Source: an optimization exercise on an open RTL-to-GDS flow (aim: small area). Production flows keep margins and buffers that such runs may drop. Only simulation tests tie the RTL to the original design; equivalence was not proved. Power is estimated from default activity; no workload was simulated.

## v9
==> flow/design.v <==
module imu_rca #(
    parameter integer W = 8
) (
    input  wire [W-1:0] a,
    input  wire [W-1:0] b,
    input  wire         ci,
    output wire [W-1:0] s,
    output wire         co
);
    wire [W:0] c;
    assign c[0] = ci;
    genvar i;
    generate
        for (i = 0; i < W; i = i + 1) begin : g_bit
            assign s[i]   = a[i] ^ b[i] ^ c[i];
            assign c[i+1] = (a[i] & b[i]) | (c[i] & (a[i] ^ b[i]));
        end
    endgenerate
    assign co = c[W];
endmodule
module imu_frame_decoder (
    input  wire        clk,
    input  wire        rst,         
    input  wire        in_valid,
    input  wire [7:0]  in_byte,
    input  wire [31:0] now,
    output reg  [1:0]  fstate,
    output wire [31:0] acc_x,
    output wire [31:0] acc_y,
    output wire [31:0] acc_z,
    output wire [31:0] gyro_x,
    output wire [31:0] gyro_y,
    output wire [31:0] gyro_z,
    output wire [31:0] angle_x,
    output wire [31:0] angle_y,
    output wire [31:0] angle_z,
    output wire [31:0] mag_x,
    output wire [31:0] mag_y,
    output wire [31:0] mag_z,
    output wire [31:0] temp,
    output reg  [15:0] version,
    output reg  [31:0] ts,
    output reg         valid,
    output reg  [31:0] wd_last
);
    localparam [1:0] S_IDLE        = 2'd0;
    localparam [1:0] S_RECEIVING   = 2'd1;
    localparam [1:0] S_FRAME_READY = 2'd2;
    localparam [1:0] S_FRAME_ERROR = 2'd3;
    reg  [3:0] cnt;         
    reg  [7:0] csum;        
    reg  [7:0] lo, hi;      
    reg        t_known;     
    reg  [1:0] t_idx;       
    wire recv     = (fstate == S_RECEIVING);
    wire acc_byte = in_valid && !rst;
    wire at_tag   = recv && (cnt == 4'd1);
    wire at_end   = recv && (cnt == 4'd10);
    wire good     = acc_byte && at_end && (csum == in_byte);
    wire is_gyro  = (t_idx == 2'd1);
    wire is_ang   = (t_idx == 2'd2);
    wire        tmode = (cnt == 4'd10);
    wire [15:0] raw   = {lo, hi};
    wire [16:0] v;
    imu_rca #(.W(17)) u_off (.a({raw[15], raw}), .b(tmode ? 17'd12325 : 17'd0),
                             .ci(1'b0), .s(v), .co());
    wire        sgn   = v[16];
    wire [15:0] m;
    imu_rca #(.W(16)) u_abs (.a(v[15:0] ^ {16{sgn}}), .b(16'd0), .ci(sgn),
                             .s(m), .co());
    wire        s3 = (m[15:8] == 8'd0);
    wire [15:0] m1 = s3 ? {m[7:0], 8'd0} : m;
    wire        s2 = (m1[15:12] == 4'd0);
    wire [15:0] m2 = s2 ? {m1[11:0], 4'd0} : m1;
    wire        s1 = (m2[15:14] == 2'd0);
    wire [15:0] m3 = s1 ? {m2[13:0], 2'd0} : m2;
    wire        s0 = !m3[15];
    wire [15:0] x  = s0 ? {m3[14:0], 1'b0} : m3;
    wire  [3:0] p  = ~{s3, s2, s1, s0};           
    wire        nz = x[15];
    wire [17:0] x3;
    assign x3[0] = x[0];
    imu_rca #(.W(16)) u_x3 (.a({1'b0, x[15:1]}), .b(x), .ci(1'b0),
                            .s(x3[16:1]), .co(x3[17]));
    wire  [7:0] y4h;
    imu_rca #(.W(8)) u_y4 (.a(x3[17:10]), .b(8'd0), .ci(1'b1), .s(y4h), .co());
    wire [17:0] qs;
    imu_rca #(.W(18)) u_q (.a(x3), .b({8'd0, y4h, x3[9:8]}), .ci(1'b0),
                           .s(qs), .co());
    wire  [9:0] q  = qs[17:8];
    wire  [7:0] r;
    imu_rca #(.W(8)) u_r (.a(x3[7:0]), .b(q[7:0]), .ci(1'b0), .s(r), .co());
    wire [25:0] fa = tmode  ? {q, r, r} :
                     is_ang ? {x3, 8'd0} : {x, 10'd0};
    wire [25:0] fb = tmode   ? {25'h1ffffff, ~q[9]} :
                     is_gyro ? {5'd0, x3, 3'd0} :
                     is_ang  ? {4'd0, x3, 4'd0} : 26'd0;
    wire [25:0] d;
    imu_rca #(.W(26)) u_d (.a(fa), .b(~fb), .ci(1'b1), .s(d), .co());
    wire        bb   = d[25];
    wire [22:0] mant = bb ? d[24:2] : d[23:1];
    wire  [7:0] base = tmode   ? 8'd118 :
                       is_gyro ? 8'd122 :
                       is_ang  ? 8'd119 :
                       (t_idx == 2'd0) ? 8'd115 : 8'd126;
    wire  [7:0] esum;
    imu_rca #(.W(8)) u_e (.a(base), .b({4'd0, p}), .ci(bb), .s(esum), .co());
    wire  [7:0] e    = nz ? esum : 8'd0;
    wire [29:0] cf = {sgn, e[7], e[6], e[3:0], mant};
    reg  [27:0] st0_n, st1_n, st2_n;
    reg  [20:0] acc_r0, acc_r1, acc_r2;
    reg  [27:0] gyro_r0, gyro_r1, gyro_r2;
    reg  [26:0] ang_r0, ang_r1, ang_r2;
    reg  [20:0] mag_r0, mag_r1, mag_r2;
    reg  [29:0] temp_r;
    function [31:0] expand28;    
        input [27:0] c;
        expand28 = {c[27:26], c[25], c[25], c[25:21], c[20:0], 2'b00};
    endfunction
    assign acc_x   = expand28({acc_r0, 7'd0});
    assign acc_y   = expand28({acc_r1, 7'd0});
    assign acc_z   = expand28({acc_r2, 7'd0});
    assign gyro_x  = expand28(gyro_r0);
    assign gyro_y  = expand28(gyro_r1);
    assign gyro_z  = expand28(gyro_r2);
    assign angle_x = expand28({ang_r0, 1'b0});
    assign angle_y = expand28({ang_r1, 1'b0});
    assign angle_z = expand28({ang_r2, 1'b0});
    assign mag_x   = expand28({mag_r0, 7'd0});
    assign mag_y   = expand28({mag_r1, 7'd0});
    assign mag_z   = expand28({mag_r2, 7'd0});
    assign temp    = {temp_r[29:28], temp_r[27], temp_r[27], temp_r[27:0]};
    wire ld_acc  = good && t_known && (t_idx == 2'd0);
    wire ld_gyro = good && t_known && (t_idx == 2'd1);
    wire ld_ang  = good && t_known && (t_idx == 2'd2);
    wire ld_mag  = good && t_known && (t_idx == 2'd3);
    wire        nr   = !rst;
    wire [27:0] g0   = ~(st0_n | {28{rst}});
    wire [27:0] g1   = ~(st1_n | {28{rst}});
    wire [27:0] g2   = ~(st2_n | {28{rst}});
    wire [29:0] gcf  = cf  & {30{nr}};
    wire [31:0] gnow = now & {32{nr}};
    wire [15:0] gver = {lo, hi} & {16{nr}};
    wire [3:0] cnt_inc;
    imu_rca #(.W(4)) u_cnt (.a(cnt), .b(4'd0), .ci(1'b1), .s(cnt_inc), .co());
    wire [7:0] csum_nx;
    imu_rca #(.W(8)) u_cs (.a(recv ? csum : 8'd0), .b(in_byte), .ci(1'b0),
                           .s(csum_nx), .co());
    always @(posedge clk) begin
        if (in_valid) begin
            lo   <= in_byte;
            hi   <= lo;
            csum <= csum_nx;
            cnt  <= recv ? cnt_inc : 4'd1;
            if (at_tag) begin
                t_known <= (in_byte[7:3] == 5'b01010) &&
                           (in_byte[2:0] != 3'd0) && (in_byte[2:0] <= 3'd4);
                t_idx   <= in_byte[1:0] - 2'd1;
            end
            if (recv && cnt == 4'd4) st0_n <= ~cf[29:2];
            if (recv && cnt == 4'd6) st1_n <= ~cf[29:2];
            if (recv && cnt == 4'd8) st2_n <= ~cf[29:2];
        end
    end
    always @(posedge clk) begin
        if (rst)
            fstate <= S_IDLE;
        else if (in_valid) begin
            if (recv) begin
                if (cnt == 4'd10)
                    fstate <= (csum == in_byte) ? S_FRAME_READY : S_FRAME_ERROR;
            end else
                fstate <= (in_byte == 8'h55) ? S_RECEIVING : S_IDLE;
        end
    end
    always @(posedge clk) begin
        if (good || rst)
            wd_last <= gnow;
        if ((good && t_known) || rst) begin
            ts    <= gnow;
            valid <= nr;
        end
        if (ld_acc || rst) begin
            acc_r0 <= g0[27:7]; acc_r1 <= g1[27:7]; acc_r2 <= g2[27:7];
        end
        if (ld_gyro || rst) begin
            gyro_r0 <= g0; gyro_r1 <= g1; gyro_r2 <= g2;
        end
        if (ld_ang || rst) begin
            ang_r0 <= g0[27:1]; ang_r1 <= g1[27:1]; ang_r2 <= g2[27:1];
            version <= gver;
        end
        if (ld_mag || rst) begin
            mag_r0 <= g0[27:7]; mag_r1 <= g1[27:7]; mag_r2 <= g2[27:7];
        end
        if (ld_acc || ld_mag || rst)
            temp_r <= gcf;
    end
endmodule
export LEC_CHECK = 0
export ABC_AREA = 1
export CAP_MARGIN = 20
export CORE_MARGIN = 2
export CORE_UTILIZATION = 30
export SLEW_MARGIN = 20
create_clock -name core_clock -period 70.0 [get_ports {clk}]
standard.sh (not shown) runs the stock make flow with config.mk's settings and CLKGATE_MAP_FILE= SYNTH_SCRIPT=/design/flow/synth_recipe.tcl, a recipe that flattens the netlist after the stock synthesis.
==> flow/flow/run.sh <==
#!/bin/bash
# The standard layout (standard.sh: ORFS synth .. finish, unchanged synthesis),
# with two knobs: the input/output port buffers are buf_1 cells, and clock tree
# synthesis inserts no dummy loads.  Make's full output goes to flow_make.log.
set -euo pipefail
bash standard.sh \
  "BUFFER_PORTS_ARGS=-buffer_cell sky130_fd_sc_hd__buf_1" \
  "CTS_ARGS=-sink_clustering_enable -repair_clock_nets -dont_use_dummy_load -buf_list {sky130_fd_sc_hd__clkbuf_4 sky130_fd_sc_hd__clkbuf_8} -sink_clustering_size 10 -sink_clustering_max_diameter 50" \
  finish > flow_make.log 2>&1
v9 ended with every stage complete and zero timing, DRC or antenna violations.
Modified inputs, v37 compared to v9
diff --git a/flow/flow/run.sh b/flow/flow/run.sh
--- a/flow/flow/run.sh
+++ b/flow/flow/run.sh
@@ -8 +8 @@
-  "CTS_ARGS=-sink_clustering_enable -repair_clock_nets -dont_use_dummy_load -buf_list {sky130_fd_sc_hd__clkbuf_4 sky130_fd_sc_hd__clkbuf_8} -sink_clustering_size 10 -sink_clustering_max_diameter 50" \
+  "CTS_ARGS=-sink_clustering_enable -repair_clock_nets -dont_use_dummy_load -buf_list sky130_fd_sc_hd__clkbuf_4 -sink_clustering_size 10 -sink_clustering_max_diameter 35" \
## What came out
Having completed the whole flow, v37 delivered a layout that passed the timing, DRC and antenna checks. ~same global-route usage in v37 and v9. Share of power burned in registers: v37 and v9 compared, higher one is v37. Compared with v9, in v37 share of total power in combinational logic went up; clock power lower. [compare] base=v9 new=v37: met1 demand-to-capacity share in global routing held steady, cell area after layout shrank by 1.3%. Relative to v9, the non-filler instance count after layout measured on v37 has increased slightly.
Relative to v37, the following input files were edited for v22:
diff --git a/flow/flow/run.sh b/flow/flow/run.sh
--- a/flow/flow/run.sh
+++ b/flow/flow/run.sh
@@ -8 +8 @@
-  "CTS_ARGS=-sink_clustering_enable -repair_clock_nets -dont_use_dummy_load -buf_list sky130_fd_sc_hd__clkbuf_4 -sink_clustering_size 10 -sink_clustering_max_diameter 35" \
+  "CTS_ARGS=-sink_clustering_enable -repair_clock_nets -dont_use_dummy_load -buf_list sky130_fd_sc_hd__clkbuf_4 -sink_clustering_size 8 -sink_clustering_max_diameter 40" \
[summary]
v22 vs. v37: number of non-filler instances in the completed layout comparable; proportion of cell area occupied by multi-input gates comparable; clock-net power now larger.
Compare v37 and v22 | number of cells on the worst reg-to-reg path higher: v22
The run with more setup slack is v37; v22 has less.
From v37 to v22, area after synthesis did not move at all.
Compared v37 against v22; final non-filler cell area within noise.
Diff v37 -> v22: number of antenna violations at the first check in global routing climbed 2; power after layout climbed 0.0045 mW.

what the ideal ports hide:
The flow's constraints put no driver on any port. The routed layouts listed below were extracted and timed again, unchanged, in two steps.
Step 1: set_driving_cell puts a clkbuf_16 on clk and a buf_2 on each other input, an assumption about the parent block.
Step 2, shift: input delay + t, output delay - t, t = (earliest + latest rising clock arrival at the registers) / 2. This alone moves slack from input paths to output paths.
a / b / c = ideal / step 1 / step 2; a / b = the first two.
| run | shift t [ns] | slack for setup (ns) | clock arrival spread, ns | worst register clock-pin slew, ns |
|---|---|---|---|---|
| v9 | 0.656 | 40.822 / 40.822 / 40.822 | 0.100 / 0.100 | 0.07 / 0.07 |
| v37 | 0.854 | 40.803 / 40.803 / 40.803 | 0.146 / 0.145 | 0.11 / 0.11 |
| v22 | 0.804 | 40.711 / 40.711 / 40.711 | 0.134 / 0.135 | 0.09 / 0.09 |
After both steps every run listed still meets setup and hold.
